What follows belongs to an exercise in optimizing a design on an open flow for small area, a short achievable clock period and few clock cycles per item; a production flow would make more cautious choices.
No run shown here included a check of the RTL's function; only the layout flow was run.
Power is estimated from default activity; no workload was simulated.

<file path="flow/config.mk">
export PLATFORM = sky130hd
export DESIGN_NAME = spu_adpcm_decoder
export DESIGN_NICKNAME = spu_adpcm_decoder
export VERILOG_FILES = /design/flow/design.v
export SDC_FILE = /design/flow/constraint.sdc
export NUM_CORES = 4
export LEC_CHECK = 0
export CAP_MARGIN = 20
export CORE_MARGIN = 2
export CORE_UTILIZATION = 40
export SLEW_MARGIN = 20
</file>
<file path="flow/constraint.sdc">
create_clock -name core_clock -period 14.5 [get_ports {clk}]
set_input_delay 2.9000 -clock core_clock [delete_from_list [all_inputs] [get_ports {clk}]]
set_output_delay 2.9000 -clock core_clock [all_outputs]
set_load 0.01 [all_outputs]
</file>
<file path="flow/design.v">
module spu_adpcm_decoder (
    input  wire         clk,
    input  wire         rst,           
    input  wire         in_valid,
    output wire         in_ready,
    input  wire [4:0]   in_voice,      
    input  wire [127:0] in_block,      
    output wire         out_valid,
    input  wire         out_ready,
    output wire [15:0]  out_sample,    
    output wire [4:0]   out_voice,
    output wire [4:0]   out_index,     
    output wire [2:0]   out_flags      
);
    localparam NV = 24;
    localparam W  = 23;                
    localparam AW = 29;                
    localparam HW = 2 * W;             
    reg [NV*HW-1:0] ring;              
    reg [4:0]       pos;               
    reg             sweep;             
    reg [HW-1:0]    pnd;               
    reg [4:0]       pnd_voice;
    reg             pnd_v;
    reg [HW-1:0]    fet;               
    reg             fet_v;
    wire            wb_hit  = pnd_v && (pos == pnd_voice);
    wire [HW-1:0]   head_in = sweep ? {HW{1'b0}} : (wb_hit ? pnd : ring[HW-1:0]);
    always @(posedge clk)
        ring <= {head_in, ring[NV*HW-1:HW]};
    always @(posedge clk) begin
        if (rst) begin
            pos   <= 5'd0;
            sweep <= 1'b1;
        end else begin
            pos <= (pos == NV - 1) ? 5'd0 : pos + 5'd1;
            if (pos == NV - 1) sweep <= 1'b0;
        end
    end
    reg [111:0] b_nib;
    reg [3:0]   b_shift;
    reg [3:0]   b_filt;               
    reg [2:0]   b_flags;
    reg [4:0]   b_voice;
    reg         bfull;                
    reg         in_ready_r;
    wire in_fire = in_valid && in_ready_r;
    wire [2:0] in_f = in_block[6:4];
    wire [3:0] in_filt = {in_f[2], in_f == 3'd3, in_f == 3'd2, in_f == 3'd1};
    reg         cw;                    
    reg [4:0]   cidx;                  
    reg [15:0]  craw;                  
    reg [3:0]   cn2;                   
    reg [3:0]   cshift;
    reg [3:0]   cf;                    
    reg [2:0]   cflags;
    reg [4:0]   curv;                  
    reg         curv_v;
    reg [W-1:0] l0;
    reg [W-1:0] l1;
    reg         out_v;
    reg [W-1:0] out_pred;
    reg [4:0]   out_voice_r;
    reg [4:0]   out_index_r;
    reg [2:0]   out_flags_r;
    wire [AW-1:0] x0 = {{(AW-W){l0[W-1]}}, l0};
    wire [AW-1:0] x1 = {{(AW-W){l1[W-1]}}, l1};
    wire f1 = cf[0], f2 = cf[1], f3 = cf[2], f4 = cf[3];
    wire [AW-1:0] rA = ({AW{f1}} & (x0 << 6)) | ({AW{f2 | f3 | f4}} & (x0 << 7));
    wire [AW-1:0] rB = ({AW{f1 | f4}} & ~(x0 << 2)) | ({AW{f2}} & ~(x0 << 3)) | ({AW{f3}} & ~(x0 << 5));
    wire [AW-1:0] rC = ({AW{f2}} & ~(x0 << 2)) | ({AW{f3}} & (x0 << 1)) | ({AW{f4}} & ~(x0 << 1));
    wire [AW-1:0] rD = {AW{f2}} & ~x0;
    wire [AW-1:0] rE = {AW{f2 | f3 | f4}} & ~(x1 << 6);
    wire [AW-1:0] rF = ({AW{f2 | f3}} & (x1 << 3)) | ({AW{f4}} & (x1 << 2));
    wire [AW-1:0] rG = ({AW{f2}} & (x1 << 2)) | ({AW{f3}} & x1);
    wire [AW-1:0] rK = 32 + (f1 ? 1 : 0) + (f2 ? 4 : 0) + (f3 ? 2 : 0) + (f4 ? 3 : 0);
    function [2*AW-1:0] csa;
        input [AW-1:0] a, b, c;
        begin
            csa[AW-1:0]    = a ^ b ^ c;
            csa[2*AW-1:AW] = ((a & b) | (a & c) | (b & c)) << 1;
        end
    endfunction
    wire [2*AW-1:0] s1a = csa(rA, rB, rC);
    wire [2*AW-1:0] s1b = csa(rD, rE, rF);
    wire [2*AW-1:0] s2a = csa(s1a[AW-1:0], s1a[2*AW-1:AW], s1b[AW-1:0]);
    wire [2*AW-1:0] s2b = csa(s1b[2*AW-1:AW], rG, rK);
    wire [2*AW-1:0] s3  = csa(s2a[AW-1:0], s2a[2*AW-1:AW], s2b[AW-1:0]);
    wire [2*AW-1:0] s4  = csa(s3[AW-1:0], s3[2*AW-1:AW], s2b[2*AW-1:AW]);
    wire [AW-1:0]   ax  = s4[AW-1:0];
    wire [AW-1:0]   ay  = s4[2*AW-1:AW];
    wire [AW-1:0] acc = ax + ay;
    wire          neg = acc[AW-1];
    wire [AW-1:0] rR  = {{(AW-22){craw[15]}}, craw, 6'd0};
    wire [2*AW-1:0] t0s = csa(ax, ay, rR);
    wire [2*AW-1:0] t1s = csa(ax, ay, rR | 63);
    wire [AW-1:0] t0 = t0s[AW-1:0] + t0s[2*AW-1:AW];
    wire [AW-1:0] t1 = t1s[AW-1:0] + t1s[2*AW-1:AW];
    wire [W-1:0]  pred = neg ? t1[W+5:6] : t0[W+5:6];
    function [15:0] rawof;
        input [3:0] n;
        input [3:0] sh;
        begin
            rawof = $signed({n, 12'd0}) >>> sh;
        end
    endfunction
    wire       emit   = !cw && (!out_v || out_ready);
    wire       start  = bfull && (cw || (emit && cidx == 5'd27));
    wire       same   = curv_v && (b_voice == curv);
    wire       swap   = start && !same;
    wire [4:0]  ridx   = cidx + 5'd2;
    wire [3:0]  b_next = b_nib[ridx*4 +: 4];
    wire fwant = in_valid && !bfull && !fet_v && !(curv_v && in_voice == curv);
    wire fhit  = fwant && (pos == in_voice);
    always @(posedge clk) begin
        if (start) begin
            cidx   <= 5'd0;
            craw   <= rawof(b_nib[3:0], b_shift);
            cn2    <= b_nib[7:4];
            cshift <= b_shift;
            cf     <= b_filt;
            cflags <= b_flags;
            curv   <= b_voice;
        end else if (emit && cidx != 5'd27) begin
            cidx <= cidx + 5'd1;
            craw <= rawof(cn2, cshift);
            cn2  <= b_next;
        end
        if (swap) begin
            l0 <= fet[W-1:0];
            l1 <= fet[HW-1:W];
        end else if (start || (emit && cidx != 5'd27)) begin
            l0 <= pred;
            l1 <= l0;
        end
        if (swap && curv_v) begin
            pnd       <= {l0, pred};
            pnd_voice <= curv;
        end
        if (fhit)
            fet <= head_in;
        if (emit) begin
            out_pred    <= pred;
            out_voice_r <= curv;
            out_index_r <= cidx;
            out_flags_r <= cflags;
        end
        if (in_ready_r) begin
            b_nib   <= in_block[127:16];
            b_shift <= in_block[3:0];
            b_filt  <= in_filt;
            b_flags <= in_block[10:8];
            b_voice <= in_voice;
        end
    end
    wire bfull_n  = bfull ? !start : in_fire;
    wire cw_n     = start ? 1'b0 : (emit && cidx == 5'd27) ? 1'b1 : cw;
    wire [4:0] cidx_n = start ? 5'd0 : (emit && cidx != 5'd27) ? cidx + 5'd1 : cidx;
    wire curv_v_n = curv_v || start;
    wire [4:0] curv_n = start ? b_voice : curv;
    wire fet_v_n  = swap ? 1'b0 : (fet_v || fhit);
    always @(posedge clk) begin
        if (rst) begin
            bfull      <= 1'b0;
            cw         <= 1'b1;
            curv_v     <= 1'b0;
            fet_v      <= 1'b0;
            pnd_v      <= 1'b0;
            out_v      <= 1'b0;
            in_ready_r <= 1'b0;
        end else begin
            bfull  <= bfull_n;
            cw     <= cw_n;
            curv_v <= curv_v_n;
            fet_v  <= fet_v_n;
            if (swap && curv_v)
                pnd_v <= 1'b1;
            else if (wb_hit && !sweep)
                pnd_v <= 1'b0;
            if (emit)
                out_v <= 1'b1;
            else if (out_ready)
                out_v <= 1'b0;
            in_ready_r <= in_valid && !in_fire && !bfull_n &&
                          (cw_n || cidx_n == 5'd26 || cidx_n == 5'd27) &&
                          ((curv_v_n && in_voice == curv_n) || fet_v_n);
        end
    end
    wire in_range = (out_pred[W-1:15] == {(W-15){1'b0}}) || (out_pred[W-1:15] == {(W-15){1'b1}});
    assign in_ready   = in_ready_r;
    assign out_valid  = out_v;
    assign out_sample = in_range ? out_pred[15:0] : (out_pred[W-1] ? 16'h8000 : 16'h7fff);
    assign out_voice  = out_voice_r;
    assign out_index  = out_index_r;
    assign out_flags  = out_flags_r;
endmodule
</file>
<file path="flow/run.sh">
#!/bin/bash
# synth_recipe.tcl (not shown) runs the flow's synth.tcl, then flattens the netlist and writes it again
# the make line also repeats each setting of config.mk as NAME=value (left out here)
make -C /OpenROAD-flow-scripts/flow DESIGN_CONFIG=/design/flow/config.mk WORK_HOME=/design/flow/orfs CLKGATE_MAP_FILE= SYNTH_SCRIPT=/design/flow/synth_recipe.tcl finish
</file>
==> summary.txt, run 1 <==
Run
  – Maximum capacitance violations: 0

Worst setup path
  – Cell-by-cell trace of the critical path: buf_4 -> inv_2 -> nand2_1 -> inv_1 -> nor2_1 -> fa_1 -> inv_1 -> fa_1 -> fa_1 -> inv_1 -> fa_1 -> ha_1 -> a2111oi_0 -> o21ai_0 -> o221ai_1 -> a211oi_1 -> nor3_1 -> o21ai_1 -> a31oi_2 -> nand3_1 -> a311oi_1 -> mux2_2
  – Category of the worst setup path launch point: flip-flop
  – Critical path arrival: 8.45 ns
  – Cell repeated most along the worst path: fa_1
  – Maximum net fanout on the critical path: 28
  – Maximum cell stage delay along the critical path: 0.61 ns
  – Worst Setup End Kind: flip-flop
  – Data required time of the worst path: 15.10 ns
  – Cell type of the slowest stage on the worst timing path: inv_1
  – Setup Crit Path Kind: flip-flop to flip-flop

Placement
  – Count of buffers inserted at the top-level ports: 161
  – Placer's final routability congestion estimate: 0.858
  – Placed Cells incl. Taps: 4,600
  – DP Wirelength: 53,000 um

Yosys
  – EDFF count, synth: 338
  – Combinational family with the most area after synthesis: adder cells
  – Post-Synthesis Net Count: 3,433
  – Combined area of all synthesized cells: 0.0447 mm2
  – Arithmetic-cell share of the synthesized area counting full adders, half adders and majority gates: 9.76%
  – Synthesized area per cell: 14.7 um2
  – Area share of the largest cell type after synthesis: 50.4%
  – Fraction of the yosys area taken by sequential cells: 73.1%
  – Post-synthesis simple-gate area fraction: 4.79%
  – Mux share of post-synthesis cell area: 2.49%
  – Cell type contributing the most total cell area after synthesis: dfxtp_1
  – Main synth FF type: dfxtp_1
  – Post-synthesis xor/xnor area fraction: 1.23%
  – Top cells by area in the synthesized netlist: dfxtp_1, edfxtp_1, fa_1
  – Number of cells produced by synthesis: 3,040
  – Register bit total from synthesis: 1,465
  – Number of warnings reported in the yosys synthesis log: 1
  – Share of flip-flops with an asynchronous set or reset after synthesis: 0%
  – Number of distinct library cells after synthesis: 74
  – Synth Area in Compound Gates: 5.75%

Floorplan
  – Area of the placeable core: 0.111 mm2
  – Total die area: 0.115 mm2
  – Number of placement rows: 122
  – Starting utilization of the core area: 40.4%
  – Horizontal die dimension: 338 um
  – Vertical die dimension: 338 um
  – Top-level port count: 168

Global routing
  – Combined global-route utilization of all metal layers: 14.4%
  – Met1 Usage GRT: 19.7%
  – Wire length of the first global-routing pass: 129,000 um
  – Met2 Resource Use GR: 22.5%
  – Leftover overflow at the end of global routing: 0
  – Grt peak-use layer: met2
  – Maximum number of pins on one net before global-route repair: 83
  – Met3 Use GR: 3.15%
  – Via count of the first global-routing pass: 23,052
  – Initial antenna violation count: 0

Drt
  – Vias per Instance: 4.57
  – Initial detailed-routing violation count: 1,428
  – Total length of routed wires: 80,300 um
  – Average wire per cell in the routed design: 16.6 um
  – First-pass detailed-route iteration total: 5
  – Final antenna-violating net count: 0
  – Total vias in the final route: 22,137
  – Remaining routing DRC violations: 0

STA
  – Transition time at the pin with the least slew margin: 1.08 ns
  – Max-slew violation count: 0
  – Setup violation total in the final timing report: 0
  – Rel. slew slack: 28.0%
  – Final hold violation count: 0
  – Fin crit period: 7.86 ns
  – Max Freq: 127 MHz
  – Final worst-path cycle share: 54.2%
  – Unrepaired setup endpoints after global routing: false
  – Final setup TNS: 0 ns
  – Final clock skew: 0.0395 ns

Layout
  – Share of post-route cells with drive strength above 1: 9.38%
  – Cell Count, Final, Fillers Out: 4,848
  – NumNets Final: 3,644
  – Relative area change from synthesis to final layout: 17.3%

CTS
  – CTS Sinks: 1,465
  – TritonCTS clock tree: yes
  – Post_cts resized: 0
  – CTS Buffer Depth: 3
  – Root buf cell: clkbuf_16
  – Number of CTS-inserted buffers: 137
  – Clock latency (worst-skew pair): 0.73 ns
  – CTS HTree Levels: 4
  – Hold-fix buffers, CTS: 0
  – Post-CTS repair timing setup buffer count: 0
  – Clock input transition at the sequential cells of the worst setup and hold paths: 0.06 ns

Hold path
  – Worst min path class: flip-flop to flip-flop

Power and ir drop
  – P per Cell Area: 156 mW/mm2
  – Worst voltage drop across the vdd grid: 123 uV
  – Leak: 0.0208 uW

Run status
  – Result of the run: finished clean
synth_stat cells, types with 5 or more instances:
library cell and instances:
mux2_2 19, inv_1 218, a22oi_1 31, a21o_1 52, a31o_2 6, a211oi_1 15, o21bai_1 5, dfxtp_1 1127
nor3_1 9, o31ai_1 6, a31oi_1 6, fa_1 155, clkbuf_1 85, a21oi_1 99, buf_4 6, xnor2_1 24
o21a_1 6, nand2b_1 28, o221ai_1 13, buf_1 16, mux4_2 32, nand3_1 25, edfxtp_1 338, nor2_1 115
nand4_1 11, o21ai_0 37, mux2i_1 18, nor2b_1 7, and2_1 11, nor4_1 7, o211a_1 5, ha_1 101
and3_1 5, a22o_1 36, o22ai_1 17, xor2_1 36, nand2_1 249
where the power goes:
part | switching, uW | internal [uW] | leakage (uW) | total [uW]
combinational | 251 | 220 | 0.00640 | 471
sequential | 8.17 | 4200 | 0.0122 | 4210
clock | 1470 | 2030 | 0.00222 | 3500
layout make-up:
type	instances	area (um2)
antenna	1	2.50
clock buffer	195	3920
clock inverter	52	573
fill	9697	58300
inverter	220	826
multi-input combinational	1243	10800
sequential	1465	32700
tap	1488	1860
timing repair buffer	184	1780
cell families (layout without fill, tap and decap cells):
logic type,count (synthesis),after routing
other,0,1
and+or+nand+nor,488,488
buffers and inverters,332,651
xor gates and xnor gates,61,61
DFF,1465,1465
AOI/OAI and AO/OA,369,369
muxes,69,69
adders and majority gates,256,256
through the flow:
stage               setup slack [ns]  total power (uW)  hold WS (ns)  utilization, %  area, um2
CTS                             6.53              8290         0.304            47.4      52500
detailed placement              6.57              4770         0.312            43.3      48000
global placement                6.56              4770         0.310            43.3      48000
finish                          6.64              8180         0.314            47.4      52500
floorplan                       7.74              4620         0.310               -      44700
global route                    6.05              8500         0.317            47.4      52500
flip-flops by register name, summed over array words and instances, names as in the netlist, 16 cells and up:
signal    flops
ring       1104
l1           23
out_pred     23
craw         16
pnd          46
b_nib       112
fet          46
l0           23
worst paths after layout:
check	start	slack [ns]	endpoint	cells past startpoint
min	ring[145]	0.31	ring[99]	0
min reg2reg	ring[145]	0.31	ring[99]	0
max reg2reg	cf[3]	6.64	l0[15]	22
max	cf[3]	6.64	l0[15]	22
layer usage:
layer | vias up | routed length, um | part of all wire, %
met5 | - | 0 | 0
met4 | 0 | 1940 | 2.4
li1 | 10633 | - | -
met2 | 535 | 36500 | 45
met3 | 140 | 4190 | 5.2
met1 | 10829 | 37700 | 47
worst max-delay path: cells and delay by family (launching register included):
family / cells / cell delay, ns
adders and majority gates: 5 / 2.52
AOI/OAI and AO/OA: 7 / 2.15
buffers and inverters: 5 / 1.46
and+or+nand+nor: 4 / 0.92
DFF: 1 / 0.36
muxes: 1 / 0.27
placed cells by master (no fill, tap or decap), types with 11 or more instances in the layout:
cell type	synthesis	layout
dfxtp_1	1127	1124
edfxtp_1	338	338
nand2_1	249	249
inv_1	218	217
clkdlybuf4s50_1	0	161
fa_1	155	155
clkbuf_16	0	141
nor2_1	115	113
ha_1	101	101
a21oi_1	99	99
a21o_1	52	52
o21ai_0	37	37
xor2_1	36	36
a22o_1	36	36
clkbuf_1	85	35
mux4_2	32	32
a22oi_1	31	31
nand2b_1	28	28
xnor2_1	24	24
nand3_1	25	24
buf_4	6	23
mux2_2	19	19
clkbuf_8	0	19
clkinv_2	0	19
mux2i_1	18	18
o22ai_1	17	17
a211oi_1	15	15
o221ai_1	13	13
nand4_1	11	11
and2_1	11	11
==> run 2: changes to the inputs <==
--- a/flow/config.mk
+++ b/flow/config.mk
@@ -5,7 +5,9 @@
 export SDC_FILE = /design/flow/constraint.sdc
 export NUM_CORES = 4
 export LEC_CHECK = 0
+export ABC_CLOCK_PERIOD_IN_PS = 3000
 export CAP_MARGIN = 20
 export CORE_MARGIN = 2
-export CORE_UTILIZATION = 40
+export CORE_UTILIZATION = 60
+export CTS_BUF_LIST = sky130_fd_sc_hd__clkbuf_4 sky130_fd_sc_hd__clkbuf_8
 export SLEW_MARGIN = 20
==> run 2 against run 1 <==
  * Clock skew is 0.029 ns higher
  * Critical path type unchanged
  * Still clean
  * Non-clock buffer count is 1 lower
  * Largest power group unchanged
  * Count of clock-buffer cells in the layout is 132 higher
  * Sequential share of layout area is 0.70 points higher
  * Global-route usage is 8.7 points higher
==> summary.txt, run 2 <==
STA
  – Fin crit period: 7.98 ns (+0.126 ns)
  – Transition time at the pin with the least slew margin: 1.12 ns (+0.0366 ns)
  – Final setup slack of the worst path: 6.52 ns (-0.126 ns)
  – Final setup TNS: 0 ns (unchanged)
  – Max-slew violation count: 0 (unchanged)
  – Rel. slew slack: 25.5% (-2.4 points)
  – Smallest hold slack: 0.289 ns (-0.0259 ns)
  – Unrepaired setup endpoints after global routing: false
  – Setup violation total in the final timing report: 0 (unchanged)
  – Final clock skew: 0.0688 ns (+0.0293 ns)
  – Final worst-path cycle share: 55.1% (+0.87 points)
  – Final hold violation count: 0 (unchanged)
  – Max Freq: 125 MHz (-1.6%)

Run
  – Maximum capacitance violations: 0 (unchanged)

CTS
  – CTS Sinks: 1,465 (unchanged)
  – Post-CTS repair timing setup buffer count: 0 (unchanged)
  – Root buf cell: clkbuf_8
  – CTS HTree Levels: 4 (unchanged)
  – Clock latency (worst-skew pair): 0.84 ns (+0.11 ns)
  – Clock input transition at the sequential cells of the worst setup and hold paths: 0.06 ns (about the same)
  – Hold-fix buffers, CTS: 0 (unchanged)
  – Number of CTS-inserted buffers: 202 (+47%)
  – CTS Buffer Depth: 3 (unchanged)
  – Post_cts resized: 0 (unchanged)
  – TritonCTS clock tree: yes

Global routing
  – Maximum number of pins on one net before global-route repair: 89 (+7.2%)
  – Combined global-route utilization of all metal layers: 23.1% (+8.7 points)
  – Wire length of the first global-routing pass: 137,000 um (+6.1%)
  – Leftover overflow at the end of global routing: 0 (unchanged)
  – Via count of the first global-routing pass: 24,612 (+6.8%)
  – Initial antenna violation count: 6 (+6)

Yosys
  – Synth Area in Compound Gates: 5.75% (unchanged)
  – Combined area of all synthesized cells: 0.0447 mm2 (unchanged)
  – Register bit total from synthesis: 1,465 (unchanged)
  – Number of cells produced by synthesis: 3,040 (unchanged)
  – Top cells by area in the synthesized netlist: dfxtp_1, edfxtp_1, fa_1
  – Mux share of post-synthesis cell area: 2.49% (unchanged)
  – Post-synthesis xor/xnor area fraction: 1.23% (unchanged)
  – Main synth FF type: dfxtp_1
  – Cell type contributing the most total cell area after synthesis: dfxtp_1
  – Leading cell types by count after synthesis: dfxtp_1, edfxtp_1, nand2_1, inv_1, fa_1
  – Fraction of the yosys area taken by sequential cells: 73.1% (unchanged)
  – Post-Synthesis Net Count: 3,433 (unchanged)
  – Area share of the largest cell type after synthesis: 50.4% (unchanged)
  – Number of warnings reported in the yosys synthesis log: 1 (unchanged)
  – Arithmetic-cell share of the synthesized area counting full adders, half adders and majority gates: 9.76% (unchanged)
  – Most frequent cell after synthesis: dfxtp_1
  – Post-synthesis simple-gate area fraction: 4.79% (unchanged)
  – EDFF count, synth: 338 (unchanged)
  – Share of flip-flops with an asynchronous set or reset after synthesis: 0% (unchanged)
  – Number of distinct library cells after synthesis: 74 (unchanged)
  – Synthesized area per cell: 14.7 um2 (unchanged)
  – Combinational family with the most area after synthesis: adder cells

Floorplan
  – Starting utilization of the core area: 60.4% (+20 points)
  – Horizontal die dimension: 277 um (-18%)
  – Number of placement rows: 100 (-18%)
  – Total die area: 0.0768 mm2 (-33%)
  – Vertical die dimension: 277 um (-18%)
  – Area of the placeable core: 0.0741 mm2 (-33%)
  – Top-level port count: 168 (unchanged)

Worst setup path
  – Worst Setup End Kind: flip-flop
  – Critical path arrival: 8.54 ns (+0.09 ns)
  – Launching point of the worst reg2reg path: cf[2]
  – Reg-to-Reg End: l0[21]
  – Cell type of the slowest stage on the worst timing path: or2_1
  – Maximum net fanout on the critical path: 57 (+100%)
  – Cell-by-cell trace of the critical path: buf_4 -> or2_1 -> a22o_1 -> fa_1 -> inv_1 -> fa_1 -> fa_1 -> inv_1 -> fa_1 -> ha_1 -> fa_1 -> a211oi_1 -> nor3_1 -> o221ai_1 -> a211oi_1 -> nor3_1 -> o21ai_1 -> and4_4 -> o31ai_1 -> a21oi_1 -> o221a_2
  – Category of the worst setup path launch point: flip-flop
  – Data required time of the worst path: 15.06 ns (-0.04 ns)
  – Cell repeated most along the worst path: fa_1
  – R2r worst-path depth: 21 (-4.5%)
  – Setup Crit Path Kind: flip-flop to flip-flop
  – CP top delay family: adder cells
  – R2r setup slk: 6.52 ns (-0.13 ns)
  – Count of cell instances traversed by the critical path: 21 (-4.5%)
  – Maximum cell stage delay along the critical path: 0.95 ns (+0.34 ns)
  – Buffers plus inverters on the worst setup path: 3 (-2)

Placement
  – Placer's final routability congestion estimate: 0.868 (+1.3%)
  – Count of buffers inserted at the top-level ports: 161 (unchanged)
  – Pre-CTS setup slack: 6.51 ns (-0.0624 ns)
  – DP Wirelength: 53,600 um (+1.3%)

Layout
  – Share of post-route cells with drive strength above 1: 13.6% (+4.3 points)
  – Largest regs: ring (1104), b_nib (112)
  – Sequential cell area: 0.0327 mm2 (about the same)
  – Filler Cells Inserted: 4,870 (-50%)
  – Flip-flop count of the largest register, all copies and words added: 1,104 (unchanged)
  – Relative area change from synthesis to final layout: 16.0%
  – NumNets Final: 3,708 (+1.8%)
  – Multi-input gate area: 0.0108 mm2 (unchanged)
  – Most common library cell in the layout ignoring fill and taps: dfxtp_1
  – Most flops, register: ring
  – Commonest cells after routing, fill and taps aside: dfxtp_1, edfxtp_1, clkbuf_8

Drt
  – Total vias in the final route: 22,882 (+3.4%)
  – Vias per Instance: 5.14 (+12%)
  – Total length of routed wires: 85,600 um (+6.6%)
  – First-pass detailed-route iteration total: 5 (unchanged)
  – Average wire per cell in the routed design: 19.2 um (+16%)
  – Remaining routing DRC violations: 0 (unchanged)
  – Initial detailed-routing violation count: 1,511 (+5.8%)
  – Final antenna-violating net count: 0 (unchanged)

Power and ir drop
  – P per Cell Area: 155 mW/mm2 (-0.41%)
  – Worst voltage drop across the vdd grid: 135 uV (+9.1%)
  – Design Power: 8050 uW (-1.5%)
  – Leak: 0.0210 uW (+1.0%)

Hold path
  – Startpoint of the worst hold path: ring[900]
  – Depth of the worst hold-timing path: 0 (unchanged)
  – Worst min path class: flip-flop to flip-flop
  – Hold worst-path end: ring[854]

Run status
  – Result of the run: finished clean
==> run 2: cell counts after synthesis <==
Identical to the previous run, type by type.
==> run 2: how the worst max path moves through the flow <==
stage	from	to	slack [ns]
after floorplan	cf[3]	l0[21]	7.74
after global placement	cf[3]	l0[21]	6.58
after CTS	cf[3]	l0[21]	6.46
after detailed placement	cf[3]	l0[21]	6.51
after global routing	cf[2]	l0[12]	6.13
final	cf[2]	l0[21]	6.52
==> run 2: metrics by stage <==
step | utilization, % | cell area (um2) | cells
floorplan | - | 44700 | 3040
global placement | 63.9 | 47300 | 4080
detailed placement | 63.9 | 47300 | 4080
CTS | 70.0 | 51900 | 4451
global route | 70.1 | 51900 | 4456
finish | 70.1 | 51900 | 4456
==> run 2: report_power, final <==
part / leakage, uW / internal, uW / switching [uW]
Sequential: 0.0122 / 4200 / 8.07
Combinational: 0.00639 / 221 / 253
Clock: 0.00244 / 1850 / 1520
==> run 2: cell families after synthesis <==
family                     Yosys count
xor gates and xnor gates            61
and+or+nand+nor                    488
adders and majority gates          256
buffers and inverters              332
DFF                               1465
muxes                               69
AOI/OAI and AO/OA                  369
==> run 2: final cells by class <==
class,instances,share of cell area [%]
inverters,220,1.59
well taps,969,2.34
repair buffers,183,3.43
multi-input cells,1243,20.8
flip-flops and latches,1465,63.0
diodes,5,0.0241
clock buffers,327,7.76
clock inverters,44,1.03
==> run 2: routing by layer <==
| metal | track usage, % | share of wire (%) | wire [um] |
|---|---|---|---|
| met1 | 31.5 | 45 | 38700 |
| met2 | 37.6 | 48 | 41000 |
| met3 | 4.38 | 4.8 | 4120 |
| met4 | 7.79 | 2.1 | 1780 |
| met5 | 0 | 0 | 0 |

==> afterwards: timing with drivers on the ports <==
How much do the figures lean on ideal ports? The routed layouts below were timed once more, with nothing changed but the port constraints. Step 1 assumes that a clkbuf_16 drives the clock port and a buf_2 every other input. Step 2 adds t to the input delays and takes it off the output delays; t is the mean of the earliest and latest rising clock arrival at the registers after step 1. Input paths then give back, and output paths get back, about the clock's delay inside the block. Slacks: ideal / step 1 / step 2; pairs: ideal / step 1.
run	t (ns)	slack for setup (ns)	hold WS [ns]	worst data-port slew with drivers (ns)	pins driven straight from the clock port
run 1	0.780	6.642 / 6.642 / 6.642	0.314 / 0.314 / 0.314	0.09	1
run 2	0.875	6.515 / 6.515 / 6.515	0.289 / 0.289 / 0.289	0.08	1
After both steps setup and hold are still met in every run listed.
